Source: an optimization exercise on an open RTL-to-GDS flow (aim: small area). Production flows keep margins and buffers that such runs may drop.
The RTL was checked by simulation tests, not by an equivalence proof against the original design.
No activity file was given, so power comes from the tool's default toggle rates.

`design/flow/design.v`:
```
module irds_bindlist #(
    parameter CAP = 16
) (
    input  wire        clk,
    input  wire        rst,
    input  wire        wr_en,
    input  wire        wr_wild,
    input  wire [7:0]  wr_code,
    input  wire        wr_present,
    input  wire [15:0] wr_handle,
    output wire        full,
    input  wire [7:0]  key,
    output reg         found,
    output reg         found_present,
    output reg  [3:0]  found_idx,
    input  wire [CAP-1:0] rd_sel,
    output reg  [15:0]    rd_handle
);
    reg [4:0]  count;
    reg        wild;
    reg [3:0]  wpos;
    reg [7:0]  code    [0:CAP-1];
    reg        present [0:CAP-1];
    reg [15:0] handle  [0:CAP-1];
    assign full      = count[4];
    always @(posedge clk) begin
        if (rst) begin
            count <= 5'd0;
            wild  <= 1'b0;
        end else if (wr_en) begin
            count <= count + 5'd1;
            if (wr_wild && !wild) begin
                wild <= 1'b1;
                wpos <= count[3:0];
            end
        end
    end
    always @(posedge clk) begin
        if (wr_en) begin
            code[count[3:0]]    <= wr_code;
            present[count[3:0]] <= wr_present;
            handle[count[3:0]]  <= wr_handle;
        end
    end
    integer j;
    always @(*) begin
        rd_handle = 16'd0;
        for (j = 0; j < CAP; j = j + 1)
            rd_handle = rd_handle | (handle[j] & {16{rd_sel[j]}});
    end
    integer i;
    always @(*) begin
        found         = 1'b0;
        found_present = 1'b0;
        found_idx     = 4'd0;
        for (i = CAP - 1; i >= 0; i = i - 1) begin
            if (i < count && (code[i] == key || (wild && wpos == i))) begin
                found         = 1'b1;
                found_present = present[i];
                found_idx     = i;
            end
        end
    end
endmodule
module irds_cbfifo #(
    parameter CAP = 16,
    parameter W   = 5
) (
    input  wire         clk,
    input  wire         rst,
    input  wire         push0,
    input  wire [W-1:0] data0,
    input  wire         push1,
    input  wire [W-1:0] data1,
    input  wire         pop,
    output wire         valid,
    output reg  [W-1:0] head,
    output wire [4:0]   count
);
    reg [W-1:0] mem [0:CAP-1];
    reg [4:0]   rd_ptr;
    reg [4:0]   wr_ptr;
    wire [4:0]  cnt = wr_ptr - rd_ptr;
    assign count = cnt;
    assign valid = (wr_ptr != rd_ptr);
    wire [CAP-1:0] rd_dec = {{(CAP-1){1'b0}}, 1'b1} << rd_ptr[3:0];
    integer k;
    always @(*) begin
        head = {W{1'b0}};
        for (k = 0; k < CAP; k = k + 1)
            head = head | (mem[k] & {W{rd_dec[k]}});
    end
    wire do_pop = pop && valid;
    always @(posedge clk) begin
        if (rst) begin
            rd_ptr <= 5'd0;
            wr_ptr <= 5'd0;
        end else begin
            if (do_pop)
                rd_ptr <= rd_ptr + 5'd1;
            wr_ptr <= wr_ptr + {4'd0, push0} + {4'd0, push1};
        end
    end
    wire         first  = push0 || push1;
    wire [W-1:0] data_a = push0 ? data0 : data1;    
    wire [W-1:0] d_even = wr_ptr[0] ? data1 : data_a;
    wire [W-1:0] d_odd  = wr_ptr[0] ? data_a : data1;
    wire [CAP-1:0] wr_dec = {{(CAP-1){1'b0}}, 1'b1} << wr_ptr[3:0];
    integer i;
    always @(posedge clk) begin
        for (i = 0; i < CAP; i = i + 1)
            if ((first && wr_dec[i]) || (push0 && push1 && wr_dec[(i + CAP - 1) % CAP]))
                mem[i] <= (i % 2) ? d_odd : d_even;
    end
endmodule
module irds_ir (
    input  wire        clk,
    input  wire        rst,
    input  wire        ev_valid,
    input  wire [2:0]  ev_op,
    input  wire [31:0] ev_data,
    input  wire [31:0] now_ms,
    output wire        cb_valid,
    output wire [15:0] cb_handle,
    input  wire        cb_ready,
    output reg         conn,
    output reg         proto,
    output wire [2:0]  fault_cause,
    output wire [5:0]  bits,
    output reg  [15:0] addr,
    output reg  [15:0] cmdf,
    output reg         newdg,
    output reg         ac_valid,
    output reg  [7:0]  ac_code
);
    localparam OP_NOP       = 3'd0;
    localparam OP_PULSE     = 3'd1;
    localparam OP_EDGE_MARK = 3'd2;
    localparam OP_EDGE_SPC  = 3'd3;
    localparam OP_CONNECT   = 3'd4;
    localparam OP_BUTTON    = 3'd5;
    localparam OP_QUERY     = 3'd6;
    localparam OP_RCHECK    = 3'd7;
    localparam [14:0] T_BIT1   = 15'd1600;
    localparam [14:0] T_REPEAT = 15'd2700;
    localparam [14:0] T_START  = 15'd12500;
    localparam [31:0] REPEAT_TIMEOUT_MS = 32'd120;
    localparam        CB_CAP = 16;
    reg        f_ins;
    reg        f_bind;
    assign fault_cause = {f_bind, 1'b0, f_ins};
    reg [4:0]  nbits;
    assign bits = {1'b0, nbits};
    reg [30:0] sreg;
    reg [13:0] mark;
    reg [31:0] deadline;
    wire ok         = ev_valid && !f_ins && !f_bind;
    wire pulse_path = ok && conn;
    wire        is_pulse = pulse_path && (ev_op == OP_PULSE || ev_op == OP_EDGE_SPC);
    wire        d_big    = |ev_data[31:14];
    wire [14:0] d_low    = {1'b0, ev_data[13:0]} + {1'b0, (ev_op[1] ? mark : 14'd0)};
    wire c_bit    = !d_big && (d_low < T_REPEAT);
    wire c_bitval = d_low >= T_BIT1;
    wire c_repeat = !d_big && (d_low >= T_REPEAT) && (d_low < T_START);
    wire [4:0] nb1     = nbits + 5'd1;
    wire       in_addr = (nbits < 5'd8);            
    wire       jump    = in_addr && proto && c_bitval;
    wire       last    = (nbits == 5'd31);          
    wire got_bit    = is_pulse && c_bit;
    wire got_dgram  = got_bit && last;
    wire got_repeat = is_pulse && c_repeat;
    wire [7:0] new_code = sreg[14:7];
    wire       bind_op      = ok && (ev_op == OP_BUTTON);
    wire       bind_wild    = ev_data[8];
    wire       bind_kind    = ev_data[9];
    wire       bind_present = ev_data[10];
    wire       bind_legal   = !ev_data[8] || (ev_data[7:0] == 8'd0);
    wire       prs_full, rel_full;
    wire       bind_full    = bind_kind ? rel_full : prs_full;
    wire       bind_wr      = bind_op && bind_legal && !bind_full;
    wire        prs_found, prs_present;
    wire [3:0]  prs_idx;
    wire        rel_found, rel_present;
    wire [3:0]  rel_idx;
    wire [4:0]  cb_head;
    wire [15:0] prs_rd, rel_rd;
    wire [15:0] prs_sel, rel_sel;
    irds_bindlist u_pressed (
        .clk(clk), .rst(rst),
        .wr_en(bind_wr && !bind_kind), .wr_wild(bind_wild), .wr_code(ev_data[7:0]),
        .wr_present(bind_present), .wr_handle(ev_data[31:16]),
        .full(prs_full),
        .key(new_code),
        .found(prs_found), .found_present(prs_present), .found_idx(prs_idx),
        .rd_sel(prs_sel), .rd_handle(prs_rd)
    );
    irds_bindlist u_released (
        .clk(clk), .rst(rst),
        .wr_en(bind_wr && bind_kind), .wr_wild(bind_wild), .wr_code(ev_data[7:0]),
        .wr_present(bind_present), .wr_handle(ev_data[31:16]),
        .full(rel_full),
        .key(ac_code),
        .found(rel_found), .found_present(rel_present), .found_idx(rel_idx),
        .rd_sel(rel_sel), .rd_handle(rel_rd)
    );
    wire [15:0] head_dec = 16'd1 << cb_head[3:0];
    assign prs_sel = cb_head[4] ? 16'd0 : head_dec;
    assign rel_sel = cb_head[4] ? head_dec : 16'd0;
    assign cb_handle = prs_rd | rel_rd;
    wire [4:0] cb_count;
    wire       change    = got_dgram && !(ac_valid && ac_code == new_code);
    wire       rchk      = pulse_path && (ev_op == OP_RCHECK);
    wire       timeout   = rchk && ac_valid && (now_ms > deadline);
    wire want_rel = ((change && ac_valid) || timeout) && rel_found && rel_present;
    wire want_prs = change && prs_found && prs_present;
    wire rel_fits = !cb_count[4];
    wire prs_fits = want_rel ? (cb_count < CB_CAP - 1) : !cb_count[4];
    wire rel_ovf  = want_rel && !rel_fits;
    wire prs_ovf  = want_prs && !rel_ovf && !prs_fits;
    wire ins_ovf  = rel_ovf || prs_ovf;
    wire push_rel = want_rel && rel_fits;
    wire push_prs = want_prs && !ins_ovf;
    irds_cbfifo #(.CAP(CB_CAP), .W(5)) u_cbq (
        .clk(clk), .rst(rst),
        .push0(push_rel), .data0({1'b1, rel_idx}),
        .push1(push_prs), .data1({1'b0, prs_idx}),
        .pop(cb_ready),
        .valid(cb_valid), .head(cb_head), .count(cb_count)
    );
    always @(posedge clk) begin
        if (got_bit) begin
            sreg <= {sreg[29:0], c_bitval};
            if (jump)
                sreg[8:1] <= 8'd0;
        end
        if (got_dgram || got_repeat)
            deadline <= now_ms + REPEAT_TIMEOUT_MS;
        if (ok && ev_op == OP_CONNECT && !conn)
            mark <= 14'd0;
        if (pulse_path && ev_op == OP_EDGE_MARK)
            mark <= d_big ? 14'h3FFF : ev_data[13:0];
    end
    always @(posedge clk) begin
        if (rst) begin
            conn     <= 1'b0;
            proto    <= 1'b0;
            f_ins    <= 1'b0;
            f_bind   <= 1'b0;
            nbits    <= 5'd0;
            addr     <= 16'd0;
            cmdf     <= 16'd0;
            newdg    <= 1'b0;
            ac_valid <= 1'b0;
            ac_code  <= 8'd0;
        end else if (ok) begin
            case (ev_op)
                OP_CONNECT: begin
                    if (!conn) begin
                        conn  <= 1'b1;
                        proto <= ev_data[0];
                    end
                end
                OP_BUTTON: begin
                    if (bind_legal && bind_full)
                        f_bind <= 1'b1;
                end
                OP_QUERY: begin
                    newdg <= 1'b0;
                end
                OP_RCHECK: begin
                    if (timeout) begin
                        if (rel_ovf) begin
                            f_ins <= 1'b1;
                        end else begin
                            ac_valid <= 1'b0;
                            ac_code  <= 8'd0;
                            nbits    <= 5'd0;
                        end
                    end
                end
                default: ;
            endcase
            if (is_pulse) begin
                if (c_bit)
                    nbits <= last ? 5'd0 : jump ? 5'd9 : nb1;
                else
                    nbits <= 5'd0;
                if (got_dgram) begin
                    addr  <= sreg[30:15];
                    cmdf  <= {sreg[14:0], c_bitval};
                    newdg <= 1'b1;
                end
                if (change) begin
                    if (ins_ovf) begin
                        f_ins <= 1'b1;
                    end else begin
                        ac_valid <= 1'b1;
                        ac_code  <= new_code;
                    end
                end
            end
        end
    end
endmodule
```
`design/flow/flow/run.sh`:
```
#!/bin/bash
# The standard layout (standard.sh) with these changes:
#  - synthesis maps the combinational logic with an area-oriented ABC script
#    (flow/abc_speed.script) in place of ORFS's delay-oriented one;
#  - clock tree synthesis inserts no dummy loads;
#  - the port buffers are the smallest buffer, buf_1 (repair may resize them).
# Everything else is ORFS's own scripts and the standard flow's config.mk.
set -euo pipefail
W=$PWD
rm -rf "$W/scripts_alt"
cp -r "$FLOW_HOME/scripts" "$W/scripts_alt"
cp "$W/flow/abc_speed.script" "$W/scripts_alt/abc_speed.script"
export SCRIPTS_DIR="$W/scripts_alt"
export BUFFER_PORTS_ARGS="-inputs -outputs -buffer_cell sky130_fd_sc_hd__buf_1"
export CTS_ARGS="-sink_clustering_enable -repair_clock_nets -sink_clustering_size 10 -sink_clustering_max_diameter 40 -buf_list sky130_fd_sc_hd__clkbuf_4 -dont_use_dummy_load"
bash "$W/standard.sh" > "$W/standard.log" 2>&1
```
`design/flow/flow/abc_speed.script`:
```
&get -n
&st
&syn2
&dch -f
&nf -p -R 1000
&st
&syn3
&dch -f
&nf -p -R 1000
&st
&syn2
&dch -f
&nf -p -R 1000
&put
topo
stime -c
dnsize -c
```
`design/flow/standard.sh`:
```
#!/bin/bash
# synth_recipe.tcl (not shown) runs the flow's synth.tcl, then flattens the netlist and writes it again
# the make line also repeats each setting of config.mk as NAME=value (left out here)
make -C /OpenROAD-flow-scripts/flow DESIGN_CONFIG=/design/flow/config.mk WORK_HOME=/design/flow/orfs CLKGATE_MAP_FILE= SYNTH_SCRIPT=/design/flow/synth_recipe.tcl "${@:-finish}"
```
`design/flow/config.mk`:
```
export PLATFORM = sky130hd
export DESIGN_NAME = irds_ir
export DESIGN_NICKNAME = irds_ir
export VERILOG_FILES = /design/flow/design.v
export SDC_FILE = /design/flow/constraint.sdc
export NUM_CORES = 4
export LEC_CHECK = 0
export CAP_MARGIN = 20
export CORE_MARGIN = 2
export CORE_UTILIZATION = 70
export CTS_BUF_LIST = sky130_fd_sc_hd__clkbuf_4
export CTS_CLUSTER_DIAMETER = 40
export CTS_CLUSTER_SIZE = 10
export PLACE_DENSITY = 0.8
export SLEW_MARGIN = 20
```
`design/flow/constraint.sdc`:
```
create_clock -name core_clock -period 10.0 [get_ports {clk}]
set_input_delay 2.0000 -clock core_clock [delete_from_list [all_inputs] [get_ports {clk}]]
set_output_delay 2.0000 -clock core_clock [all_outputs]
set_load 0.01 [all_outputs]
```
==> impl_metrics.ini, run 1 <==
[routing]
wl_met2_mm = 54.8
drt.antenna.violating_nets = 0
highest_layer = met5
drt_iter0_drc = 5120
wl_per_cell_um = 30.2
drt-total-wl_mm = 119
drt-met1-wl_mm = 41.1
drc_errors = 0
vias = 28000
drtPass1Iterations = 9
viasPerCell = 7.12
wl_met3_mm = 16.7

[setup_path]
critical_path.max_stage_delay_ns = 0.90
critPathBufInv = 3
cp_cell_sequence = clkinv_1 > ha_1 > a222oi_1 > o21ai_0 > a221oi_1 > o2111ai_1 > nor4_1 > nand2_1 > nor2_1 > buf_4 > a22oi_1 > nand3_1 > or4_1 > buf_1
crit_required_ns = 8.00
crit_path_end_kind = output port
cp_max_fo = 21
crit_family = simple AND/OR/NAND/NOR gates
worst_path_max_delay_cell = nor4_1
r2r_cells = 27
arrival_ns = 6.55
path_class = reg2out
timing.critical_path.from_type = flop
critical_path_depth = 14

[yosys]
synth_area_sq_um = 41800
synth_edf_count = 965
syn_inst = 2768
ys_ff_latch = 1038
synth_top_area_share_pct = 69.3
async_flop_share_pct = 0
synth.avg_cell_area_sq_um = 15.1
synth.distinct_cells = 63
yosysTopAreaCell = edfxtp_1
ys_top_cells_by_area = edfxtp_1, xor2_1, dfxtp_1
synth_seq_area_share_pct = 72.8
ys.flop_type = edfxtp_1
yosysWarnings = 4

[sta]
worst_slack_ns = 1.45
max_clock_freq_mhz = 117
finalSetupTns_ns = 0
hold_viol_final = 0
slew-limit-headroom_pct = 22.8
finClkSkew_ns = 0.104
tightest_slew_ns = 1.15
maxSlewViolCount = 0
rsz0062_at_grt = false
holdWs_ns = 0.455
finalCritPeriodShare_pct = 85.5
min_period_ns = 8.55
finalSetupViolations = 0

[finish]
final_cells = 3937
fin_area_sq_um = 45600
drive_above_1_share_pct = 9.45
layout_common_cells = edfxtp_1, nand2_1, xor2_1
nFillCells = 3452
area_growth_pct = 9.14
finalCoreUtilization_pct = 77.3
final_nets = 3299
layout_commonest_cell = edfxtp_1

[placed_design]
place.gp.congestion = 0.938
dpl_cell_area_sq_um = 44400
dp_hpwl_mm = 71.7
io_buffer_count = 138
place_ws_ns = 0.768
dp_cells = 3782

[global_route]
grt_pass1_vias = 27400
grt_util_all_layers_pct = 38.6
antenna_found_initial = 6
grt_max_degree = 42
grt_pass1_wl_mm = 174
grt.overflow.total = 0

[clocking]
cts.sinks = 1038
clockBufferDepth = 3
clk_pin_slew_ns = 0.10
cts_made_buffers = 136
htreeDepth = 4
post_cts_buffers = 0
cts_tree = yes
root_buffer = clkbuf_4
cts-resized-gates = 0
insertion_delay_ns = 1.06
postCtsHoldBufs = 0

[floorplan]
coreArea_sq_um = 59000
fp-row-count = 89
die_x_um = 248
initial_utilization_pct = 70.9
dieArea_sq_um = 61700
die_h_um = 248
io-pin-count = 141

[flow_run]
cap_violations = 0

[min_path]
min_path_cells = 0
hold_class = reg2reg

[pwr]
leakage_nw = 14.8
fin_total_pwr_mw = 7.44
powerDensity_nw_per_um2 = 163
peakVddDrop_uv = 195

[run_status]
status = no timing/DRC/antenna violations
-- per-layer routing --
metal | up-vias | GRT usage (%)
li1 | 11700 | -
met1 | 13500 | 52.0
met2 | 2318 | 59.6
met3 | 448 | 10.5
met4 | 2 | 18.0
met5 | - | 0
-- state kept, by name (all words and copies together), names as in the netlist, 31 cells and up --
| register | count |
|---|---|
| u_pressed.handle | 256 |
| u_released.handle | 256 |
| u_pressed.code | 128 |
| u_released.code | 128 |
| u_cbq.mem | 80 |
| deadline | 32 |
| sreg | 31 |
-- path summary, 6_finish.rpt --
check	start	endpoint	slack (ns)
setup / recovery	u_cbq.rd_ptr[2]	cb_handle[2]	1.45
hold reg to reg	sreg[17]	sreg[18]	0.45
hold / removal	sreg[17]	sreg[18]	0.45
setup reg to reg	mark[1]	u_cbq.mem[8][2]	2.99
-- kinds of logic after synthesis --
kind of cell | Yosys count | share of synthesized area (%)
AO/OA/AOI/OAI | 551 | 9.76
XOR/XNOR | 257 | 5.38
adder cells (fa/ha/maj) | 71 | 2.18
buffers and inverters | 104 | 0.969
flip-flops | 1038 | 72.8
multiplexers | 16 | 0.386
other | 1 | 0.00897
AND/OR/NAND/NOR | 730 | 8.52
-- synth_stat cells, drive strengths merged (5+ instances only) --
cell type	count
xnor2	90
a22o	35
a32oi	7
and2	32
a221o	6
o21a	18
a211oi	19
and3	21
xor2	167
nand2b	24
nand2	185
o22ai	30
nand3	82
ha	68
a22oi	67
o2bb2ai	5
a31oi	8
edfxtp	965
nor3b	6
or4	15
o21ai	50
nor2	183
or2	7
nand4	45
nor3	33
a21oi	118
a221oi	40
nor4	48
clkinv	100
mux2i	15
nand3b	6
o21bai	11
a21o	11
or3	8
nor2b	25
a222oi	100
dfxtp	73
-- power breakdown --
part	leakage (nW)	internal, mW	switching [mW]
registers	9.24	4.73	0.00924
logic	4.94	0.244	0.534
clock network	0.626	0.626	1.30
total	14.8	5.60	1.84
-- final cells by class --
cell class	count	area [sq um]	share of cell area (%)
Antenna cell	9	22.5	0.0493
Clock buffer	136	1020	2.24
Inverter	100	375	0.822
Multi-Input combinational cell	1627	11200	24.5
Sequential cell	1038	30400	66.7
Tap cell	773	967	2.12
Timing Repair Buffer	254	1640	3.59
==> inputs of run 2 (changes only) <==
--- a/design/flow/config.mk
+++ b/design/flow/config.mk
@@ -7,9 +7,9 @@
 export LEC_CHECK = 0
 export CAP_MARGIN = 20
 export CORE_MARGIN = 2
-export CORE_UTILIZATION = 70
+export CORE_UTILIZATION = 60
 export CTS_BUF_LIST = sky130_fd_sc_hd__clkbuf_4
 export CTS_CLUSTER_DIAMETER = 40
 export CTS_CLUSTER_SIZE = 10
-export PLACE_DENSITY = 0.8
+export PLACE_DENSITY = 0.7
 export SLEW_MARGIN = 20
==> run 2 against run 1 <==
Net effect: via count fell by 2.0%; combinational power increased by 1%; die area increased by 16%; area after synthesis is the same; still clean; clock power up 2%; non-clock buffer count is 2 lower; design area is 0.46% higher; largest power group unchanged; clock-buffer cell count is 7 higher; sequential power about the same; highest routed layer unchanged; first-iteration DRC count decreased by 18%; hold slack is essentially flat; synthesized cell count unchanged.
==> impl_metrics.ini, run 2 <==
[finish]
drive_above_1_share_pct = 9.72
nFillCells = 4912
area_growth_pct = 9.65
layout_commonest_cell = edfxtp_1
fin_area_sq_um = 45900
layout_common_cells = edfxtp_1, nand2_1, xor2_1
final_nets = 3304

[global_route]
grt.overflow.total = 0
grt_max_degree = 52
grt_util_all_layers_pct = 33.8
grt_pass1_vias = 26700
antenna_found_initial = 4
grt_pass1_wl_mm = 174

[yosys]
synth.avg_cell_area_sq_um = 15.1
yosysTopAreaCell = edfxtp_1
synth_area_sq_um = 41800
synth.distinct_cells = 63
ys.flop_type = edfxtp_1
async_flop_share_pct = 0
synth_top_area_share_pct = 69.3
syn_inst = 2768
synth_edf_count = 965
synthTopCellsByCount = edfxtp_1, nand2_1, nor2_1
ys_top_cells_by_area = edfxtp_1, xor2_1, dfxtp_1
yosysWarnings = 4
synth_most_common_cell = edfxtp_1
synth_seq_area_share_pct = 72.8
ys_ff_latch = 1038

[sta]
finalSetupTns_ns = 0
tightest_slew_ns = 1.14
slew-limit-headroom_pct = 23.8
finalSetupViolations = 0
worst_slack_ns = 1.49
finClkSkew_ns = 0.104
max_clock_freq_mhz = 117
maxSlewViolCount = 0
finalCritPeriodShare_pct = 85.1
hold_viol_final = 0
holdWs_ns = 0.455
min_period_ns = 8.51
rsz0062_at_grt = false

[pwr]
share_comb_of_total_power_pct = 10.5
clkPwrFrac_pct = 26.2
powerDensity_nw_per_um2 = 163
intPower_mw = 5.63
peakVddDrop_uv = 143
switching_share_pct = 24.8
fin_total_pwr_mw = 7.49
leakage_nw = 14.8
seqPwrFrac_pct = 63.3
p_sw_mw = 1.86

[clocking]
cts-resized-gates = 0
cts_made_buffers = 143
htreeDepth = 4
root_buffer = clkbuf_4
insertion_delay_ns = 1.02
post_cts_buffers = 0
cts.sinks = 1038
cts_tree = yes
clk_pin_slew_ns = 0.11
postCtsHoldBufs = 0
clockBufferDepth = 3

[routing]
drc_errors = 0
drt-total-wl_mm = 120
drtPass1Iterations = 9
drt_iter0_drc = 4207
wl_per_cell_um = 29.4
viasPerCell = 6.70
drt.antenna.violating_nets = 0
vias = 27400

[setup_path]
cpMostUsedCell = a221oi_1
crit_family = simple AND/OR/NAND/NOR gates
worst_path_max_delay_cell = nor2_2
cp_cell_sequence = clkinv_1 > ha_1 > a222oi_1 > o21ai_0 > a221oi_1 > o2111ai_1 > nor4_1 > nand2_1 > nor2_2 > buf_4 > a22o_1 > a221oi_1 > nand3_1 > or4_1 > buf_1
critPathBufInv = 3
path_class = reg2out
crit_required_ns = 8.00
crit_path_end_kind = output port
r2r_slack_ns = 2.98
timing.critical_path.from_type = flop
critical_path.max_stage_delay_ns = 0.84
cp_max_fo = 21
arrival_ns = 6.51

[floorplan]
io-pin-count = 141
coreArea_sq_um = 68800
dieArea_sq_um = 71800
die_h_um = 268
fp-row-count = 96
die_x_um = 268
initial_utilization_pct = 60.8

[placed_design]
dpl_cell_area_sq_um = 44600
dp_hpwl_mm = 72.3
io_buffer_count = 138
place_ws_ns = 1.11
place.gp.congestion = 0.914

[run_status]
status = no timing/DRC/antenna violations

[min_path]
hold_class = reg2reg

[flow_run]
cap_violations = 0
## run 2: cell counts after synthesis
No cell type changed its count.
## run 2: power groups by stage
stage / sequential, mW / combinational, mW / clock, mW
2_1_floorplan: 4.84 / 0.385 / 0
6_report: 4.74 / 0.787 / 1.96
5_1_grt: 4.74 / 0.831 / 2.15
3_5_place_dp: 4.84 / 0.758 / 0
4_1_cts: 4.74 / 0.765 / 2.00
3_3_place_gp: 4.84 / 0.749 / 0
## run 2: cell type report
class,instances,area (sq um),area share (%)
sequential,1038,30400,66.4
multi-input combinational,1627,11200,24.4
timing repair buffer,252,1590,3.47
tap,931,1160,2.54
clock buffer,143,1070,2.34
inverter,100,375,0.819
antenna,3,7.51,0.0164
## run 2: final timing paths
path                        start              end  depth (start not counted)
hold reg to reg          sreg[25]         sreg[26]                          0
hold / removal           sreg[25]         sreg[26]                          0
setup / recovery  u_cbq.rd_ptr[2]     cb_handle[0]                         15
setup reg to reg          mark[0]  u_cbq.mem[7][1]                         28
## run 2: metal layers
metal | vias up | wire length, um | track usage (%)
li1 | 11700 | - | -
met1 | 13500 | 46100 | 47.5
met2 | 1852 | 54900 | 52.2
met3 | 345 | 14100 | 6.77
met4 | 2 | 5170 | 14.5
met5 | - | 13 | 0
## run 2: cells by family (layout without fill, tap and decap cells)
kind of cell	Yosys count	count (layout)	synth area share, %
other	1	5	0.00897
DFF	1038	1038	72.8
muxes	16	16	0.386
xor gates and xnor gates	257	257	5.38
adders and majority gates	71	71	2.18
AOI/OAI and AO/OA	551	551	9.76
buffers and inverters	104	495	0.969
and+or+nand+nor	730	730	8.52
## run 2: worst reg2reg max path, delay by kind of cell (launching register included)
| kind | cells | cell delay [ns] |
|---|---|---|
| flops | 1 | 0.33 |
| fa+ha+maj | 2 | 0.60 |
| compound gates | 11 | 2.27 |
| mux | 1 | 0.75 |
| xor+xnor | 1 | 0.12 |
| simple gates | 10 | 2.36 |
| buf+inv | 3 | 0.23 |
## run 2: through the flow
stage,utilization (%),cells
2_1_floorplan,-,2769
3_3_place_gp,64.6,3936
3_5_place_dp,64.7,3939
4_1_cts,66.3,4082
5_1_grt,66.6,4094
6_report,66.6,4094
==> inputs of run 3 (changes only) <==
==> design/flow/flow/abc_speed.script (replaced) <==
&get -n
&st
&syn2
&dch -f
&nf -p -R 1000 -F 8 -A 4 -C 32
&st
&syn3
&dch -f
&nf -p -R 1000 -F 8 -A 4 -C 32
&st
&syn2
&dch -f
&nf -p -R 1000 -F 8 -A 4 -C 32
&put
topo
==> run 3 against run 2 <==
Net effect: still clean on timing, DRC and antenna; critical path depth fell by 1; register-to-register slack is essentially flat; via count down 0.19%; clock-buffer cell count fell by 1; synthesized cell count is 0.94% lower; clock power is essentially flat; design area is 0.32% lower; critical endpoint is now cb_handle[7]; largest cell class unchanged; highest routed layer is now met4.
==> impl_metrics.ini, run 3 <==
[run_status]
status = no timing/DRC/antenna violations

[global_route]
grt.overflow.total = 0
grt_pass1_vias = 26700
grt_pass1_wl_mm = 175
antenna_found_initial = 2
grt_max_degree = 41
grt_util_all_layers_pct = 34.1

[clocking]
clockBufferDepth = 3
htreeDepth = 4
insertion_delay_ns = 1.04
cts-resized-gates = 0
root_buffer = clkbuf_4
cts_tree = yes
postCtsHoldBufs = 0
post_cts_buffers = 0
cts.sinks = 1038
clk_pin_slew_ns = 0.11
cts_made_buffers = 142

[yosys]
ys.flop_type = edfxtp_1
synth_most_common_cell = edfxtp_1
synth_edf_count = 965
synth.avg_cell_area_sq_um = 15.2
synth_area_sq_um = 41700
yosysWarnings = 4
async_flop_share_pct = 0
synth.distinct_cells = 66
yosysTopAreaCell = edfxtp_1
ys_ff_latch = 1038
synthTopCellsByCount = edfxtp_1, nor2_1, nand2_1
ys_top_cells_by_area = edfxtp_1, dfxtp_1, xnor2_1
synth_top_area_share_pct = 69.5
syn_inst = 2742
synth_seq_area_share_pct = 73.0

[floorplan]
die_x_um = 268
die_h_um = 268
coreArea_sq_um = 68700
initial_utilization_pct = 60.7
dieArea_sq_um = 71600
fp-row-count = 96
io-pin-count = 141

[routing]
drt.antenna.violating_nets = 0
drt-met1-wl_mm = 45.0
viasPerCell = 6.73
drt-total-wl_mm = 121
drc_errors = 0
wl_met2_mm = 56.4
wl_met3_mm = 14.5
highest_layer = met4
drt_iter0_drc = 4185
vias = 27400
wl_per_cell_um = 29.7
drtPass1Iterations = 9

[placed_design]
place_ws_ns = 1.57
dpl_cell_area_sq_um = 44600
io_buffer_count = 138
dp_hpwl_mm = 73.2
place.gp.congestion = 0.915

[sta]
tightest_slew_ns = 1.18
finClkSkew_ns = 0.118
maxSlewViolCount = 0
worst_slack_ns = 1.65
rsz0062_at_grt = false
holdWs_ns = 0.458
hold_viol_final = 0
finalSetupViolations = 0
slew-limit-headroom_pct = 20.9
max_clock_freq_mhz = 120
min_period_ns = 8.35
finalCritPeriodShare_pct = 83.5
finalSetupTns_ns = 0

[setup_path]
arrival_ns = 6.35
r2r_cells = 25
timing.critical_path.from_type = flop
path_class = reg2out
cp_max_fo = 21
crit_path_end_kind = output port
crit_required_ns = 8.00

[finish]
finalCoreUtilization_pct = 66.5
area_growth_pct = 9.60
layout_common_cells = edfxtp_1, nand2_1, nor2_1
layout_commonest_cell = edfxtp_1
fin_area_sq_um = 45700
final_nets = 3280
drive_above_1_share_pct = 9.76

[flow_run]
cap_violations = 0

[pwr]
leakage_nw = 14.4
powerDensity_nw_per_um2 = 166
peakVddDrop_uv = 212

[min_path]
min_path_cells = 0
hold_class = reg2reg
-- run 3: changes by cell type in the layout (fill, tap and decap cells not counted), moves of 21 or more --
cell and change:
xnor2_1 +33, xor2_1 -48, nand4_1 +30, a22o_1 -21, nand3_1 -30, a22oi_1 +41
-- run 3: logic make-up after synthesis --
family                   Yosys count  share of synthesized area (%)
AND/OR/NAND/NOR                  699                           8.23
buffers and inverters            105                          0.981
flip-flops                      1038                           73.0
adder cells (fa/ha/maj)           71                           2.18
AO/OA/AOI/OAI                    572                           10.2
multiplexers                      14                          0.342
XOR/XNOR                         242                           5.08
other                              1                        0.00899
-- run 3: worst paths after layout --
kind              slack, ns              end             from
hold reg to reg        0.46         sreg[27]         sreg[26]
setup / recovery       1.65     cb_handle[7]  u_cbq.rd_ptr[3]
setup reg to reg       2.98  u_cbq.mem[1][3]       ac_code[2]
hold / removal         0.46         sreg[27]         sreg[26]
-- run 3: critical path: stages (launching register included) --
cell	delay, ns
dfxtp_1	0.80
clkinv_1	0.55
and3_1	0.39
a22oi_1	0.22
nand2_1	0.08
a2111oi_0	0.71
and4_1	0.33
nand2_1	0.22
nor2_1	0.86
buf_4	0.40
a22o_1	0.19
a221oi_1	0.05
nand4_1	0.12
or4_1	0.23
buf_1	0.19
-- run 3: report_power, final --
| part | switching [mW] | total [mW] | internal, mW |
|---|---|---|---|
| sequential | 0.00847 | 4.74 | 4.73 |
| clock | 1.31 | 1.96 | 0.652 |
| combinational | 0.624 | 0.909 | 0.285 |
-- run 3: stage by stage --
| stage | std cells | power, mW |
|---|---|---|
| detailed placement | 3923 | 5.71 |
| CTS | 4065 | 7.60 |
| global placement | 3915 | 5.70 |
| finish | 4069 | 7.61 |
| global route | 4069 | 7.83 |
| floorplan | 2743 | 5.29 |
-- run 3: cell type report --
cell class	count	area, sq um
fillers	4941	23000
clock buffers	142	1070
repair buffers	255	1570
inverters	101	379
flip-flops and latches	1038	30400
well taps	931	1160
diodes	2	5.00
multi-input cells	1600	11100
-- run 3: per-layer routing --
metal  vias up  global-route usage (%)
met5         -                       0
met4         0                    14.1
met3       351                    7.49
met2      1898                    54.1
met1     13500                    46.2
li1      11700                       -
==> inputs of run 4 (changes only) <==
==> design/flow/config.mk (replaced) <==
export PLATFORM = sky130hd
export DESIGN_NAME = irds_ir
export DESIGN_NICKNAME = irds_ir
export VERILOG_FILES = /design/flow/design.v
export SDC_FILE = /design/flow/constraint.sdc
export NUM_CORES = 4
export LEC_CHECK = 0
export CAP_MARGIN = 5
export CORE_MARGIN = 2
export CORE_UTILIZATION = 60
export CTS_BUF_LIST = sky130_fd_sc_hd__clkbuf_4
export CTS_CLUSTER_DIAMETER = 40
export CTS_CLUSTER_SIZE = 10
export PLACE_DENSITY = 0.7
export SLEW_MARGIN = 5
==> run 4 against run 3 <==
Net effect: global-route usage fell by 0.20 points; sequential share of layout area rose by 0.33 points; flip-flop and latch count did not move; combinational power barely moved; worst setup slack got worse by 0.077 ns; area after synthesis did not move; first-iteration DRC count rose by 5.4%; register-to-register slack improved by 0.09 ns; utilization fell by 0.33 points; critical endpoint unchanged; non-clock buffer count fell by 10.
==> impl_metrics.ini, run 4 <==
[run_status]
status = no timing/DRC/antenna violations

[global_route]
antenna_found_initial = 3
grt_max_degree = 41
grt_pass1_wl_mm = 174
grt_util_all_layers_pct = 33.9
grt_pass1_vias = 26500
grt.overflow.total = 0

[yosys]
ys_top_cells_by_area = edfxtp_1, dfxtp_1, xnor2_1
synth_area_sq_um = 41700
synth_most_common_cell = edfxtp_1
yosysWarnings = 4
async_flop_share_pct = 0
synth.distinct_cells = 66
yosys.area_share.adder_pct = 2.18
synth.area.mux_share_pct = 0.342
synth_top_area_share_pct = 69.5
yosysTopAreaCell = edfxtp_1
synth_compound_area_share_pct = 10.2
synthTopCellsByCount = edfxtp_1, nor2_1, nand2_1
synth_top_family_by_area = compound AO/OA/AOI/OAI gates
synth-simple-area-share_pct = 8.23
ys.flop_type = edfxtp_1
syn_inst = 2742
synthXorXnorAreaFrac_pct = 5.08
synth.avg_cell_area_sq_um = 15.2
synth_edf_count = 965
ys_ff_latch = 1038
synth_seq_area_share_pct = 73.0

[setup_path]
cp_max_fo = 21
path_class = reg2out
timing.critical_path.from_type = flop
crit_path_end_kind = output port
arrival_ns = 6.43
crit_required_ns = 8.00

[finish]
final_nets = 3270
nFillCells = 5003
seq_area_sq_um = 30400
layout_commonest_cell = edfxtp_1
multi_input_area_sq_um = 11100
layout_common_cells = edfxtp_1, nand2_1, nor2_1
drive_above_1_share_pct = 9.37
area_growth_pct = 9.06

[routing]
drt-total-wl_mm = 120
drt_iter0_drc = 4410
viasPerCell = 6.74
drt.antenna.violating_nets = 0
wl_per_cell_um = 29.6
vias = 27400
drc_errors = 0
drtPass1Iterations = 8

[sta]
finalCritPeriodShare_pct = 84.3
tightest_slew_ns = 1.30
max_clock_freq_mhz = 119
maxSlewViolCount = 0
finalSetupViolations = 0
rsz0062_at_grt = false
hold_viol_final = 0
slew-limit-headroom_pct = 13.0
finClkSkew_ns = 0.147
min_period_ns = 8.43
finalSetupTns_ns = 0

[placed_design]
dp_hpwl_mm = 72.1
place.gp.congestion = 0.915
io_buffer_count = 138

[floorplan]
io-pin-count = 141
coreArea_sq_um = 68700
fp-row-count = 96
die_x_um = 268
initial_utilization_pct = 60.7
dieArea_sq_um = 71600
die_h_um = 268

[clocking]
clk_pin_slew_ns = 0.10
cts.sinks = 1038
cts-resized-gates = 0
insertion_delay_ns = 1.04
post_cts_buffers = 0
htreeDepth = 4
cts_made_buffers = 142
cts_tree = yes
root_buffer = clkbuf_4
clockBufferDepth = 3
postCtsHoldBufs = 0

[pwr]
powerDensity_nw_per_um2 = 167
leakage_nw = 14.3
peakVddDrop_uv = 187
fin_total_pwr_mw = 7.60

[flow_run]
cap_violations = 0

[min_path]
hold_class = reg2reg
run 4: cell families after synthesis:
family / count (synthesis)
flip-flops: 1038
AND/OR/NAND/NOR: 699
AO/OA/AOI/OAI: 572
XOR/XNOR: 242
buffers and inverters: 105
adder cells (fa/ha/maj): 71
multiplexers: 14
other: 1
run 4: worst paths after layout:
path                                      start              end  slack (ns)  depth (start not counted)
worst max register to register       ac_code[6]  u_cbq.mem[1][4]        3.07                         25
worst max-delay path            u_cbq.rd_ptr[3]     cb_handle[7]        1.57                         14
worst min-delay path                   sreg[23]         sreg[24]        0.45                          0
worst min register to register         sreg[23]         sreg[24]        0.45                          0
run 4: routing by layer:
layer	up-vias	share of wire, %	global-route usage, %	routed length, um
met5	-	0.010	0	12
met4	2	3.7	13.3	4490
met3	328	12	6.98	15000
met2	1921	47	54.0	56500
met1	13500	37	46.4	44400
li1	11700	-	-	-
run 4: worst max-delay path, stage by stage (launching register included):
cell,delay [ns]
dfxtp_1,0.79
clkinv_1,0.54
and3_1,0.39
a22oi_1,0.23
nand2_1,0.09
a2111oi_0,0.72
and4_1,0.31
nand2_1,0.21
nor2_1,0.96
buf_4,0.40
a22o_1,0.18
a221oi_1,0.05
nand4_1,0.12
or4_1,0.22
buf_1,0.17
run 4: where the power goes:
part           internal, mW  switching (mW)
Combinational         0.285           0.622
Sequential             4.73         0.00851
Clock                 0.652            1.30
run 4: area by class of cell:
type	count	share of cell area, %
Antenna cell	8	0.0440
Clock buffer	142	2.34
Inverter	101	0.834
Multi-Input combinational cell	1600	24.4
Sequential cell	1038	66.9
Tap cell	931	2.56
Timing Repair Buffer	245	2.93
run 4: per-stage QoR:
step                      util (%)  hold slack [ns]  std cells  cell area [sq um]  setup slack (ns)
after floorplan                  -            0.426       2743              41700              1.82
after CTS                     66.2            0.456       4057              45500              1.71
after detailed placement      64.6            0.439       3915              44400              1.57
final                         66.2            0.454       4065              45500              1.57
after global routing          66.2            0.476       4063              45500              1.22
after global placement        64.6            0.432       3915              44400              1.87
==> inputs of run 5 (changes only) <==
--- a/design/flow/config.mk
+++ b/design/flow/config.mk
@@ -5,11 +5,11 @@
 export SDC_FILE = /design/flow/constraint.sdc
 export NUM_CORES = 4
 export LEC_CHECK = 0
-export CAP_MARGIN = 5
+export CAP_MARGIN = 10
 export CORE_MARGIN = 2
 export CORE_UTILIZATION = 60
 export CTS_BUF_LIST = sky130_fd_sc_hd__clkbuf_4
 export CTS_CLUSTER_DIAMETER = 40
 export CTS_CLUSTER_SIZE = 10
 export PLACE_DENSITY = 0.7
-export SLEW_MARGIN = 5
+export SLEW_MARGIN = 10
==> run 5 against run 4 <==
Net effect: still clean; non-clock buffer count grew 1; synthesized cell count is the same; clock power is essentially flat; area after synthesis is the same; hold slack gained 0.0038 ns; sequential share of layout area is essentially flat; sequential power about the same; largest cell class unchanged.
==> impl_metrics.ini, run 5 <==
[yosys]
ys_ff_latch = 1038
synth_area_sq_um = 41700
syn_inst = 2742
synthXorXnorAreaFrac_pct = 5.08
synthTopCellsByCount = edfxtp_1, nor2_1, nand2_1
synth_top_family_by_area = compound AO/OA/AOI/OAI gates
synth_top_area_share_pct = 69.5
synth_most_common_cell = edfxtp_1
synth_edf_count = 965
synth.area.mux_share_pct = 0.342
yosysWarnings = 4
yosys.area_share.adder_pct = 2.18
synth.avg_cell_area_sq_um = 15.2
synth_seq_area_share_pct = 73.0
ys_top_cells_by_area = edfxtp_1, dfxtp_1, xnor2_1
synth.distinct_cells = 66
yosysTopAreaCell = edfxtp_1
synth-simple-area-share_pct = 8.23
ys.flop_type = edfxtp_1
async_flop_share_pct = 0
synth_compound_area_share_pct = 10.2

[floorplan]
die_x_um = 268
io-pin-count = 141
dieArea_sq_um = 71600
coreArea_sq_um = 68700
initial_utilization_pct = 60.7
fp-row-count = 96
die_h_um = 268

[placed_design]
dpl_cell_area_sq_um = 44400
dp_hpwl_mm = 72.1
io_buffer_count = 138
place_ws_ns = 1.57
place.gp.congestion = 0.915

[routing]
drc_errors = 0
drtPass1Iterations = 8
drt_iter0_drc = 4357
wl_per_cell_um = 29.6
drt.antenna.violating_nets = 0
drt-total-wl_mm = 120
viasPerCell = 6.75
vias = 27400

[sta]
finalSetupTns_ns = 0
slew-limit-headroom_pct = 13.6
maxSlewViolCount = 0
min_period_ns = 8.36
finalCritPeriodShare_pct = 83.6
tightest_slew_ns = 1.29
rsz0062_at_grt = false
finalSetupViolations = 0
finClkSkew_ns = 0.146
max_clock_freq_mhz = 120
hold_viol_final = 0
worst_slack_ns = 1.64

[setup_path]
cp_cell_sequence = clkinv_1 > and3_1 > a22oi_1 > nand2_1 > a2111oi_0 > and4_1 > nand2_1 > nor2_1 > buf_4 > a22o_1 > a221oi_1 > nand4_1 > or4_1 > buf_1
crit_path_end_kind = output port
r2r_slack_ns = 3.06
timing.critical_path.from_type = flop
path_class = reg2out
cp_max_fo = 21
worst_path_max_delay_cell = nor2_1
critical_path.max_stage_delay_ns = 0.91
crit_required_ns = 8.00
arrival_ns = 6.36
cpMostUsedCell = nand2_1

[clocking]
postCtsHoldBufs = 0
cts.sinks = 1038
htreeDepth = 4
clockBufferDepth = 3
insertion_delay_ns = 1.04
clk_pin_slew_ns = 0.10
cts-resized-gates = 0
root_buffer = clkbuf_4
cts_tree = yes
post_cts_buffers = 0
cts_made_buffers = 142

[finish]
finalCoreUtilization_pct = 66.2
fin_area_sq_um = 45500
area_growth_pct = 9.08
layout_commonest_cell = edfxtp_1
drive_above_1_share_pct = 9.40
final_nets = 3271
layout_common_cells = edfxtp_1, nand2_1, nor2_1

[global_route]
grt.overflow.total = 0
grt_max_degree = 41
grt_pass1_wl_mm = 174
antenna_found_initial = 3
grt_pass1_vias = 26500
grt_util_all_layers_pct = 33.9

[pwr]
fin_total_pwr_mw = 7.60
leakage_nw = 14.3
powerDensity_nw_per_um2 = 167
peakVddDrop_uv = 188

[min_path]
hold_class = reg2reg

[flow_run]
cap_violations = 0

[run_status]
status = no timing/DRC/antenna violations
-- run 5: cell counts after synthesis --
No cell type changed its count.
-- run 5: power breakdown --
group          switching, mW  leakage [nW]  total (mW)  internal [mW]
logic                  0.623          4.51       0.908          0.286
clock network           1.30         0.653        1.96          0.652
registers            0.00856          9.16        4.74           4.73
total                   1.94          14.3        7.60           5.67
-- run 5: path summary, 6_finish.rpt --
path                   start         endpoint  depth (start not counted)
max          u_cbq.rd_ptr[3]     cb_handle[7]                         14
min                 sreg[23]         sreg[24]                          0
max reg2reg       ac_code[6]  u_cbq.mem[1][4]                         25
min reg2reg         sreg[23]         sreg[24]                          0
-- run 5: metrics by stage --
step                std cells  hold slack [ns]
finish                   4065            0.458
detailed placement       3915            0.439
floorplan                2743            0.426
global route             4064            0.476
global placement         3915            0.432
CTS                      4057            0.456
-- run 5: cells by family after synthesis --
kind of cell	Yosys count
xor+xnor	242
buf+inv	105
fa+ha+maj	71
flops	1038
simple gates	699
other cells	1
compound gates	572
mux	14
-- run 5: layer usage --
metal / GRT usage, % / up-vias / share of wire, %
met1: 46.4 / 13500 / 37
met5: 0 / - / 0.010
met3: 6.98 / 324 / 13
met2: 54.0 / 1947 / 47
met4: 13.3 / 2 / 3.6
li1: - / 11700 / -
-- run 5: area by class of cell --
| cell class | count | area [sq um] |
|---|---|---|
| Timing Repair Buffer | 246 | 1340 |
| Antenna cell | 7 | 17.5 |
| Fill cell | 5001 | 23200 |
| Clock buffer | 142 | 1070 |
| Multi-Input combinational cell | 1600 | 11100 |
| Sequential cell | 1038 | 30400 |
| Tap cell | 931 | 1160 |
| Inverter | 101 | 379 |
-- run 5: critical path: cells and delay by family (launching register included) --
kind	cells	cell delay (ns)
AO/OA/AOI/OAI	4	1.18
AND/OR/NAND/NOR	7	2.24
buffers and inverters	3	1.09
flip-flops	1	0.79
==> inputs of run 6 (changes only) <==
--- a/design/flow/flow/run.sh
+++ b/design/flow/flow/run.sh
@@ -12,5 +12,5 @@
 cp "$W/flow/abc_speed.script" "$W/scripts_alt/abc_speed.script"
 export SCRIPTS_DIR="$W/scripts_alt"
 export BUFFER_PORTS_ARGS="-inputs -outputs -buffer_cell sky130_fd_sc_hd__buf_1"
-export CTS_ARGS="-sink_clustering_enable -repair_clock_nets -sink_clustering_size 10 -sink_clustering_max_diameter 40 -buf_list sky130_fd_sc_hd__clkbuf_4 -dont_use_dummy_load"
+export CTS_ARGS="-sink_clustering_enable -repair_clock_nets -sink_clustering_size 11 -sink_clustering_max_diameter 40 -buf_list sky130_fd_sc_hd__clkbuf_4 -dont_use_dummy_load"
 bash "$W/standard.sh" > "$W/standard.log" 2>&1
==> design/flow/flow/abc_speed.script (replaced) <==
&get -n
&st
&syn2
&dch -f
&nf -p -R 1000
&st
&syn3
&dch -f
&nf -p -R 1000
&st
&syn2
&dch -f
&nf -p -R 1000
&put
topo
stime -c
dnsize -c
==> design/flow/config.mk (replaced) <==
export PLATFORM = sky130hd
export DESIGN_NAME = irds_ir
export DESIGN_NICKNAME = irds_ir
export VERILOG_FILES = /design/flow/design.v
export SDC_FILE = /design/flow/constraint.sdc
export NUM_CORES = 4
export LEC_CHECK = 0
export CAP_MARGIN = 20
export CORE_MARGIN = 2
export CORE_UTILIZATION = 60
export CTS_BUF_LIST = sky130_fd_sc_hd__clkbuf_4
export CTS_CLUSTER_DIAMETER = 40
export CTS_CLUSTER_SIZE = 10
export GPL_TIMING_DRIVEN = 0
export PLACE_DENSITY = 0.7
export SLEW_MARGIN = 20
==> run 6 against run 5 <==
Net effect: power is 0.65% lower; flip-flop and latch count stayed put; largest cell class unchanged; sequential share of layout area is 1.8 points lower; sequential power hardly changed; largest power group unchanged; register-to-register slack worse by 1.0 ns; area after synthesis is 0.28% higher; clock-buffer cell count is 3 lower; via count hardly changed; cell count is 0.12% higher; worst setup slack worse by 0.92 ns.
==> impl_metrics.ini, run 6 <==
[global_route]
grt_pass1_wl_mm = 172
antenna_found_initial = 5
use_met1_pct = 45.7
grt_pass1_vias = 26600
grt_max_degree = 38
grt_util_all_layers_pct = 33.6
grt-busiest-layer = met2
use_met2_pct = 52.2
grt.overflow.total = 0
use_met3_pct = 7.51

[floorplan]
fp-row-count = 96
initial_utilization_pct = 60.8
die_x_um = 268
io-pin-count = 141
coreArea_sq_um = 68800
die_h_um = 268
dieArea_sq_um = 71800

[clocking]
root_buffer = clkbuf_4
cts-resized-gates = 0
cts_made_buffers = 139
clockBufferDepth = 3
cts.sinks = 1038
post_cts_buffers = 0
postCtsHoldBufs = 0
htreeDepth = 4
insertion_delay_ns = 1.07
clk_pin_slew_ns = 0.09
cts_tree = yes

[yosys]
synth_most_common_cell = edfxtp_1
synthXorXnorAreaFrac_pct = 5.38
synth_edf_count = 965
synth_seq_area_share_pct = 72.8
synthTopCellsByCount = edfxtp_1, nand2_1, nor2_1
synth_top_area_share_pct = 69.3
ys.flop_type = edfxtp_1
async_flop_share_pct = 0
synth_area_sq_um = 41800
synth.distinct_cells = 63
yosysTopAreaCell = edfxtp_1
synth.area.mux_share_pct = 0.386
syn_inst = 2768
synth_top_family_by_area = compound AO/OA/AOI/OAI gates
synth.avg_cell_area_sq_um = 15.1
synth_compound_area_share_pct = 9.76
synth-simple-area-share_pct = 8.52
ys_ff_latch = 1038
yosys.area_share.adder_pct = 2.18
yosysWarnings = 4
ys_top_cells_by_area = edfxtp_1, xor2_1, dfxtp_1

[setup_path]
cp_max_fo = 25
timing.critical_path.from_type = flop
path_class = reg2out
arrival_ns = 7.28
r2r_slack_ns = 2.02
crit_path_end_kind = output port
crit_required_ns = 8.00

[run_status]
status = no timing/DRC/antenna violations

[pwr]
peakVddDrop_uv = 181
powerDensity_nw_per_um2 = 162
leakage_nw = 15.0
fin_total_pwr_mw = 7.55

[sta]
maxSlewViolCount = 0
finalSetupViolations = 0
finClkSkew_ns = 0.105
min_period_ns = 9.28
rsz0062_at_grt = false
hold_viol_final = 0
tightest_slew_ns = 1.17
max_clock_freq_mhz = 108
slew-limit-headroom_pct = 21.2
finalCritPeriodShare_pct = 92.8
holdWs_ns = 0.440

[finish]
layout_commonest_cell = edfxtp_1
nFillCells = 4753
final_nets = 3281
layout_common_cells = edfxtp_1, nand2_1, xor2_1
final_cells = 4070
drive_above_1_share_pct = 10.9
area_growth_pct = 11.7

[routing]
vias = 27400
drt.antenna.violating_nets = 0
drt_iter0_drc = 4114
drtPass1Iterations = 7
drc_errors = 0
wl_per_cell_um = 29.4
viasPerCell = 6.73
drt-total-wl_mm = 120

[flow_run]
cap_violations = 0

[placed_design]
dp_hpwl_mm = 77.0
dp_cells = 3926
io_buffer_count = 138
place.gp.congestion = 0.910

[min_path]
hold_class = reg2reg
## run 6: cell count changes after synthesis, sizes merged, moves of 6 or more
cell    previous run  this run
nand3             52        82
nand2            178       185
nor4              35        48
a21oi            103       118
a22oi            108        67
o22ai             36        30
a32oi             15         7
xnor2            123        90
xor2             119       167
and2              21        32
a221oi            28        40
nand4             75        45
a22o              14        35
## run 6: layer usage
| layer | wire, um | share of wire, % |
|---|---|---|
| met5 | 80 | 0.067 |
| met1 | 45400 | 38 |
| met3 | 13500 | 11 |
| met4 | 5290 | 4.4 |
| met2 | 55300 | 46 |
## run 6: kinds of logic (layout without fill, tap and decap cells)
family	after synthesis	in the layout
AOI/OAI and AO/OA	551	551
buffers and inverters	104	472
adders and majority gates	71	71
DFF	1038	1038
and+or+nand+nor	730	730
muxes	16	16
xor gates and xnor gates	257	257
other	1	4
## run 6: where the power goes
group	total, mW	internal (mW)	switching (mW)
clock network	1.95	0.639	1.31
registers	4.74	4.73	0.00924
logic	0.861	0.275	0.586
## run 6: per-stage QoR
stage                     util (%)  setup TNS (ns)  area, sq um  worst slack, ns
final                         67.9               0        46700            0.716
after CTS                     67.8               0        46600            0.259
after floorplan                  -               0        41800             1.99
after global placement        63.2         -438.60        43500            -2.61
after detailed placement      66.3          -56.45        45600           -0.817
after global routing          67.9               0        46700            0.165
## run 6: cell type report
type / count / area (sq um) / share of cell area, %
antenna: 2 / 5.00 / 0.0107
clock buffer: 139 / 1040 / 2.23
multi-input combinational: 1627 / 11500 / 24.6
buffer: 4 / 30.0 / 0.0643
timing repair buffer: 229 / 2190 / 4.68
inverter: 100 / 377 / 0.806
sequential: 1038 / 30400 / 65.2
tap: 931 / 1160 / 2.49
## run 6: critical path, stage by stage (launching register included)
cell	delay [ns]
dfxtp_1	0.96
clkinv_1	0.72
and3_1	0.46
a22oi_1	0.24
nand3_1	0.13
a2111oi_0	0.84
nand4_1	0.99
nor2_4	1.01
a222oi_1	0.29
nand3_1	0.17
or4_1	0.26
buf_1	0.19
## run 6: path summary, 6_finish.rpt
kind,start,endpoint,cells past startpoint
worst min register to register,sreg[22],sreg[23],0
worst min-delay path,sreg[22],sreg[23],0
worst max-delay path,u_cbq.rd_ptr[3],cb_handle[1],11
worst max register to register,mark[1],u_cbq.mem[6][3],27
==> inputs of run 7 (changes only) <==
--- a/design/flow/flow/run.sh
+++ b/design/flow/flow/run.sh
@@ -12,5 +12,5 @@
 cp "$W/flow/abc_speed.script" "$W/scripts_alt/abc_speed.script"
 export SCRIPTS_DIR="$W/scripts_alt"
 export BUFFER_PORTS_ARGS="-inputs -outputs -buffer_cell sky130_fd_sc_hd__buf_1"
-export CTS_ARGS="-sink_clustering_enable -repair_clock_nets -sink_clustering_size 11 -sink_clustering_max_diameter 40 -buf_list sky130_fd_sc_hd__clkbuf_4 -dont_use_dummy_load"
+export CTS_ARGS="-sink_clustering_enable -repair_clock_nets -sink_clustering_size 20 -sink_clustering_max_diameter 50 -buf_list sky130_fd_sc_hd__clkbuf_8 -dont_use_dummy_load"
 bash "$W/standard.sh" > "$W/standard.log" 2>&1
==> design/flow/config.mk (replaced) <==
export PLATFORM = sky130hd
export DESIGN_NAME = irds_ir
export DESIGN_NICKNAME = irds_ir
export VERILOG_FILES = /design/flow/design.v
export SDC_FILE = /design/flow/constraint.sdc
export NUM_CORES = 4
export LEC_CHECK = 0
export CAP_MARGIN = 20
export CORE_MARGIN = 2
export CORE_UTILIZATION = 60
export CTS_BUF_LIST = sky130_fd_sc_hd__clkbuf_8
export CTS_CLUSTER_DIAMETER = 50
export CTS_CLUSTER_SIZE = 20
export PLACE_DENSITY = 0.7
export SLEW_MARGIN = 20
==> run 7 against run 6 <==
Net effect: critical path depth up 18; via count decreased by 0.57%; worst setup slack improved by 0.86 ns; register-to-register slack improved by 0.92 ns; utilization is 0.92 points lower; maximum frequency grew 10%; sequential power hardly changed; design area fell by 1.4%; hold slack gained 0.016 ns; cell count down 0.59%; routed wire length rose by 0.45%; clock skew is 0.00066 ns higher.
==> impl_metrics.ini, run 7 <==
[sta]
tightest_slew_ns = 1.14
finalSetupViolations = 0
rsz0062_at_grt = false
holdWs_ns = 0.456
max_clock_freq_mhz = 119
maxSlewViolCount = 0
hold_viol_final = 0
finalCritPeriodShare_pct = 84.3
finalSetupTns_ns = 0
slew-limit-headroom_pct = 23.7
min_period_ns = 8.43
finClkSkew_ns = 0.106

[finish]
area_growth_pct = 10.2
layout_commonest_cell = edfxtp_1
final_nets = 3257
nFillCells = 4834
seq_area_sq_um = 30400
layout_common_cells = edfxtp_1, nand2_1, xor2_1
drive_above_1_share_pct = 8.35
multi_input_area_sq_um = 11200

[routing]
wl_per_cell_um = 29.7
viasPerCell = 6.73
drt_iter0_drc = 4158
drt-total-wl_mm = 120
drtPass1Iterations = 7
drt.antenna.violating_nets = 0
drc_errors = 0
vias = 27200

[flow_run]
cap_violations = 0

[setup_path]
startpoint = ev_op[1]
r2r_slack_ns = 2.94
path_class = in2reg
crit_path_end_kind = flop
arrival_ns = 8.80
timing.rr.start = mark[0]
r2r-end = u_cbq.mem[7][1]
cp_max_fo = 12
timing.critical_path.from_type = input pin
worst_path_max_delay_cell = nor2_1
critical_path.max_stage_delay_ns = 0.84
r2r_cells = 28
crit_required_ns = 10.37
cpMostUsedCell = a21oi_1

[yosys]
ys_ff_latch = 1038
synth_compound_area_share_pct = 9.76
yosysWarnings = 4
synth_area_sq_um = 41800
ys.flop_type = edfxtp_1
synth.avg_cell_area_sq_um = 15.1
synth_seq_area_share_pct = 72.8
ys_top_cells_by_area = edfxtp_1, xor2_1, dfxtp_1
synthTopCellsByCount = edfxtp_1, nand2_1, nor2_1
synth.area.mux_share_pct = 0.386
synthXorXnorAreaFrac_pct = 5.38
async_flop_share_pct = 0
yosysTopAreaCell = edfxtp_1
synth_top_family_by_area = compound AO/OA/AOI/OAI gates
synth.distinct_cells = 63
yosys.area_share.adder_pct = 2.18
synth_top_area_share_pct = 69.3
syn_inst = 2768
synth_edf_count = 965
synth-simple-area-share_pct = 8.52
synth_most_common_cell = edfxtp_1

[placed_design]
place.gp.congestion = 0.914
dp_hpwl_mm = 72.3
io_buffer_count = 138

[global_route]
antenna_found_initial = 2
grt.overflow.total = 0
grt_pass1_vias = 26300
grt_max_degree = 52
grt_pass1_wl_mm = 174
grt_util_all_layers_pct = 33.6

[floorplan]
die_h_um = 268
dieArea_sq_um = 71800
fp-row-count = 96
io-pin-count = 141
initial_utilization_pct = 60.8
die_x_um = 268
coreArea_sq_um = 68800

[clocking]
htreeDepth = 3
clockBufferDepth = 3
clk_pin_slew_ns = 0.07
insertion_delay_ns = 0.76
cts_made_buffers = 96
cts.sinks = 1038
cts_tree = yes
postCtsHoldBufs = 0
cts-resized-gates = 0
root_buffer = clkbuf_8
post_cts_buffers = 0

[min_path]
hold_start = cmdf[6]
min_path_cells = 2
holdPathEnd = cmdf[6]
hold_class = reg2reg

[pwr]
powerDensity_nw_per_um2 = 167
leakage_nw = 14.9
peakVddDrop_uv = 132

[run_status]
status = no timing/DRC/antenna violations
-- run 7: cell counts after synthesis --
No cell type changed its count.
-- run 7: cells by family after synthesis --
group                      Yosys count
DFF                               1038
and+or+nand+nor                    730
adders and majority gates           71
AOI/OAI and AO/OA                  551
muxes                               16
other                                1
buffers and inverters              104
xor gates and xnor gates           257
-- run 7: power by group --
part           total [mW]  switching (mW)  internal [mW]
combinational       0.786           0.542          0.244
clock                2.16            1.30          0.852
sequential           4.74         0.00923           4.73
-- run 7: worst max path at each step --
stage	cells past startpoint	endpoint	slack (ns)
after floorplan	34	u_cbq.wr_ptr[4]	1.99
after global placement	29	u_cbq.mem[1][1]	1.49
after detailed placement	29	u_cbq.mem[13][1]	1.11
after CTS	29	u_cbq.mem[7][1]	1.79
after global routing	29	u_cbq.mem[7][1]	0.98
final	29	u_cbq.mem[7][1]	1.57
-- run 7: layout make-up --
class	instances	share of cell area (%)
well taps	931	2.53
inverters	100	0.814
clock buffers	96	2.87
diodes	2	0.0109
repair buffers	252	3.45
flip-flops and latches	1038	66.0
multi-input cells	1627	24.3
-- run 7: worst max-delay path: cells and delay by family --
kind | cells | cell delay, ns
multiplexers | 1 | 0.72
buffers and inverters | 4 | 0.56
adder cells (fa/ha/maj) | 2 | 0.59
AO/OA/AOI/OAI | 11 | 2.30
AND/OR/NAND/NOR | 10 | 2.47
XOR/XNOR | 1 | 0.12
-- run 7: layer usage --
layer | vias up | global-route usage (%) | part of all wire, % | wire [um]
li1 | 11600 | - | - | -
met1 | 13500 | 47.8 | 38 | 46100
met2 | 1835 | 52.1 | 46 | 55100
met3 | 319 | 6.41 | 12 | 14100
met4 | 2 | 12.6 | 4.0 | 4860
met5 | - | 0 | 0.011 | 13
-- run 7: stage by stage --
step           worst slack [ns]  instance area [sq um]  cells  utilization, %  total power [mW]
6_report                   1.57                  46100   4046            67.0              7.68
4_1_cts                    1.79                  45900   4035            66.7              7.68
3_5_place_dp               1.11                  44600   3939            64.7              5.60
5_1_grt                   0.984                  46100   4045            67.0              7.90
2_1_floorplan              1.99                  41800   2769               -              5.22
3_3_place_gp               1.49                  44500   3936            64.6              5.59
==> inputs of run 8 (changes only) <==
--- a/design/flow/flow/run.sh
+++ b/design/flow/flow/run.sh
@@ -12,5 +12,5 @@
 cp "$W/flow/abc_speed.script" "$W/scripts_alt/abc_speed.script"
 export SCRIPTS_DIR="$W/scripts_alt"
 export BUFFER_PORTS_ARGS="-inputs -outputs -buffer_cell sky130_fd_sc_hd__buf_1"
-export CTS_ARGS="-sink_clustering_enable -repair_clock_nets -sink_clustering_size 20 -sink_clustering_max_diameter 50 -buf_list sky130_fd_sc_hd__clkbuf_8 -dont_use_dummy_load"
+export CTS_ARGS="-sink_clustering_enable -repair_clock_nets -sink_clustering_size 12 -sink_clustering_max_diameter 30 -buf_list sky130_fd_sc_hd__clkbuf_4 -dont_use_dummy_load"
 bash "$W/standard.sh" > "$W/standard.log" 2>&1
==> design/flow/flow/abc_speed.script (replaced) <==
&get -n
&st
&syn2
&dch -f
&nf -p -R 1000 -F 8 -A 4 -C 32
&st
&syn3
&dch -f
&nf -p -R 1000 -F 8 -A 4 -C 32
&st
&syn2
&dch -f
&nf -p -R 1000 -F 8 -A 4 -C 32
&put
topo
--- a/design/flow/config.mk
+++ b/design/flow/config.mk
@@ -8,8 +8,8 @@
 export CAP_MARGIN = 20
 export CORE_MARGIN = 2
 export CORE_UTILIZATION = 60
-export CTS_BUF_LIST = sky130_fd_sc_hd__clkbuf_8
-export CTS_CLUSTER_DIAMETER = 50
-export CTS_CLUSTER_SIZE = 20
+export CTS_BUF_LIST = sky130_fd_sc_hd__clkbuf_4
+export CTS_CLUSTER_DIAMETER = 30
+export CTS_CLUSTER_SIZE = 12
 export PLACE_DENSITY = 0.7
 export SLEW_MARGIN = 20
==> run 8 against run 7 <==
Net effect: still clean on timing, DRC and antenna; synthesized cell count down 0.94%; register-to-register slack better by 0.05 ns; die area shrank 0.28%; cell count grew 1.2%; design area down 0.43%; sequential share of layout area rose by 0.29 points; utilization is 0.17 points lower; power is 0.68% higher; via count increased by 1.3%; critical endpoint is now cb_handle[7].
==> impl_metrics.ini, run 8 <==
[floorplan]
coreArea_sq_um = 68700
fp-row-count = 96
die_h_um = 268
initial_utilization_pct = 60.7
dieArea_sq_um = 71600
io-pin-count = 141
die_x_um = 268

[pwr]
fin_total_pwr_mw = 7.73
p_sw_mw = 1.95
share_comb_of_total_power_pct = 11.7
clkPwrFrac_pct = 27.0
powerDensity_nw_per_um2 = 169
leakage_nw = 14.5
intPower_mw = 5.78
switching_share_pct = 25.2
peakVddDrop_uv = 197
seqPwrFrac_pct = 61.3

[setup_path]
worst_path_max_delay_cell = nor2_1
timing.critical_path.from_type = flop
path_class = reg2out
critical_path.max_stage_delay_ns = 0.89
crit_family = simple AND/OR/NAND/NOR gates
cpMostUsedCell = nand2_1
crit_required_ns = 8.00
arrival_ns = 6.32
cp_max_fo = 21
cp_cell_sequence = clkinv_1 > and3_1 > a22oi_1 > nand2_1 > a2111oi_0 > and4_1 > nand2_1 > nor2_1 > buf_4 > a22o_1 > a221oi_1 > nand4_1 > or4_1 > buf_1
crit_path_end_kind = output port
critPathBufInv = 3

[routing]
viasPerCell = 6.74
drt.antenna.violating_nets = 0
drt-total-wl_mm = 121
drtPass1Iterations = 9
wl_per_cell_um = 29.5
vias = 27600
drc_errors = 0
drt_iter0_drc = 4444

[yosys]
ys.flop_type = edfxtp_1
synth_most_common_cell = edfxtp_1
ys_top_cells_by_area = edfxtp_1, dfxtp_1, xnor2_1
synth.avg_cell_area_sq_um = 15.2
synth_edf_count = 965
syn_inst = 2742
synth_seq_area_share_pct = 73.0
yosysWarnings = 4
synth.distinct_cells = 66
synthTopCellsByCount = edfxtp_1, nor2_1, nand2_1
synth_top_area_share_pct = 69.5
async_flop_share_pct = 0
ys_ff_latch = 1038
yosysTopAreaCell = edfxtp_1
synth_area_sq_um = 41700

[finish]
nFillCells = 4937
area_growth_pct = 10.1
layout_common_cells = edfxtp_1, nand2_1, clkbuf_4
final_nets = 3306
multi_input_area_sq_um = 11100
drive_above_1_share_pct = 10.5
seq_area_sq_um = 30400
layout_commonest_cell = edfxtp_1

[sta]
finClkSkew_ns = 0.144
tightest_slew_ns = 1.19
rsz0062_at_grt = false
hold_viol_final = 0
max_clock_freq_mhz = 120
finalCritPeriodShare_pct = 83.2
slew-limit-headroom_pct = 20.3
finalSetupTns_ns = 0
min_period_ns = 8.32
maxSlewViolCount = 0
finalSetupViolations = 0

[clocking]
root_buffer = clkbuf_4
postCtsHoldBufs = 0
cts.sinks = 1038
insertion_delay_ns = 1.09
htreeDepth = 4
cts_tree = yes
cts_made_buffers = 168
post_cts_buffers = 0
clk_pin_slew_ns = 0.12
cts-resized-gates = 0
clockBufferDepth = 3

[placed_design]
dp_hpwl_mm = 73.2
io_buffer_count = 138
place.gp.congestion = 0.915

[global_route]
antenna_found_initial = 2
grt_util_all_layers_pct = 34.2
grt_pass1_vias = 27000
grt_max_degree = 41
grt.overflow.total = 0
grt_pass1_wl_mm = 176

[min_path]
hold_class = reg2reg

[flow_run]
cap_violations = 0

[run_status]
status = no timing/DRC/antenna violations
[run 8: cell count changes after synthesis, moves of 7 or more]
cell      change
a32oi_1       +8
a221oi_1     -12
a21oi_1      -15
nor4_1       -13
nand2_1       -7
a22oi_1      +41
a22o_1       -21
nand3_1      -30
xnor2_1      +33
xor2_1       -48
nand4_1      +30
and2_0       -11
[run 8: final timing paths]
| check | startpoint | endpoint | slack, ns | cells after the start |
|---|---|---|---|---|
| min reg2reg | sreg[17] | sreg[18] | 0.44 | 0 |
| max | u_cbq.rd_ptr[3] | cb_handle[7] | 1.68 | 14 |
| min | sreg[17] | sreg[18] | 0.44 | 0 |
| max reg2reg | ac_code[2] | u_cbq.mem[1][4] | 2.99 | 25 |
[run 8: metal layers]
layer	share of wire, %	GRT usage [%]	up-vias
met3	12	7.64	330
met1	37	46.4	13600
met4	3.9	13.6	2
met2	47	54.3	1939
li1	-	-	11800
met5	0.011	0	-
[run 8: logic make-up (layout without fill, tap and decap cells)]
kind of cell | Yosys count | count (layout) | share of synthesized area [%]
adders and majority gates | 71 | 71 | 2.18
and+or+nand+nor | 699 | 699 | 8.23
buffers and inverters | 105 | 524 | 0.981
DFF | 1038 | 1038 | 73.0
other | 1 | 5 | 0.00899
xor gates and xnor gates | 242 | 242 | 5.08
muxes | 14 | 14 | 0.342
AOI/OAI and AO/OA | 572 | 572 | 10.2
[run 8: power groups by stage]
stage / Combinational (mW) / Clock, mW / Sequential [mW]
after floorplan: 0.450 / 0 / 4.84
after global placement: 0.863 / 0 / 4.84
after detailed placement: 0.875 / 0 / 4.84
after CTS: 0.880 / 2.12 / 4.74
after global routing: 0.952 / 2.28 / 4.74
final: 0.903 / 2.09 / 4.74
[run 8: stage by stage]
| stage | cells | utilization [%] | hold slack, ns | setup slack [ns] | instance area [sq um] |
|---|---|---|---|---|---|
| 6_report | 4096 | 66.8 | 0.440 | 1.68 | 45900 |
| 3_5_place_dp | 3923 | 64.9 | 0.439 | 1.57 | 44600 |
| 2_1_floorplan | 2743 | - | 0.426 | 1.82 | 41700 |
| 4_1_cts | 4091 | 66.7 | 0.444 | 1.79 | 45900 |
| 3_3_place_gp | 3915 | 64.6 | 0.432 | 1.87 | 44400 |
| 5_1_grt | 4094 | 66.8 | 0.449 | 1.28 | 45900 |
[run 8: cell type report]
cell class | instances | area share (%)
Sequential cell | 1038 | 66.3
Timing Repair Buffer | 255 | 3.41
Tap cell | 931 | 2.54
Inverter | 101 | 0.826
Clock buffer | 168 | 2.75
Antenna cell | 3 | 0.0164
Multi-Input combinational cell | 1600 | 24.1

==> port drivers added, routing unchanged <==
Ports are ideal in the flow. The routed layouts listed here were re-timed in OpenROAD. Step 1, drivers: a clkbuf_16 drives clk and a buf_2 each remaining input, both assumed. Step 2, shift: input delay + t, output delay - t, t = (earliest + latest rising clock arrival at the registers) / 2. This alone moves slack from input paths to output paths. Slacks: ideal ports / drivers / drivers and shift; pairs: ideal ports / drivers.
run | t (ns) | setup slack, ns
run 1 | 1.062 | 1.449 / 1.387 / 0.614
run 2 | 1.042 | 1.485 / 1.421 / 0.916
run 3 | 1.046 | 1.648 / 1.583 / 1.388
run 4 | 1.040 | 1.571 / 1.505 / 1.472
run 5 | 1.040 | 1.637 / 1.572 / 1.473
run 6 | 1.069 | 0.716 / 0.652 / -0.277
run 7 | 0.769 | 1.574 / 1.608 / 0.839
run 8 | 1.077 | 1.678 / 1.620 / 1.347
Met with ideal ports but missed after step 2: setup timing in run 6.
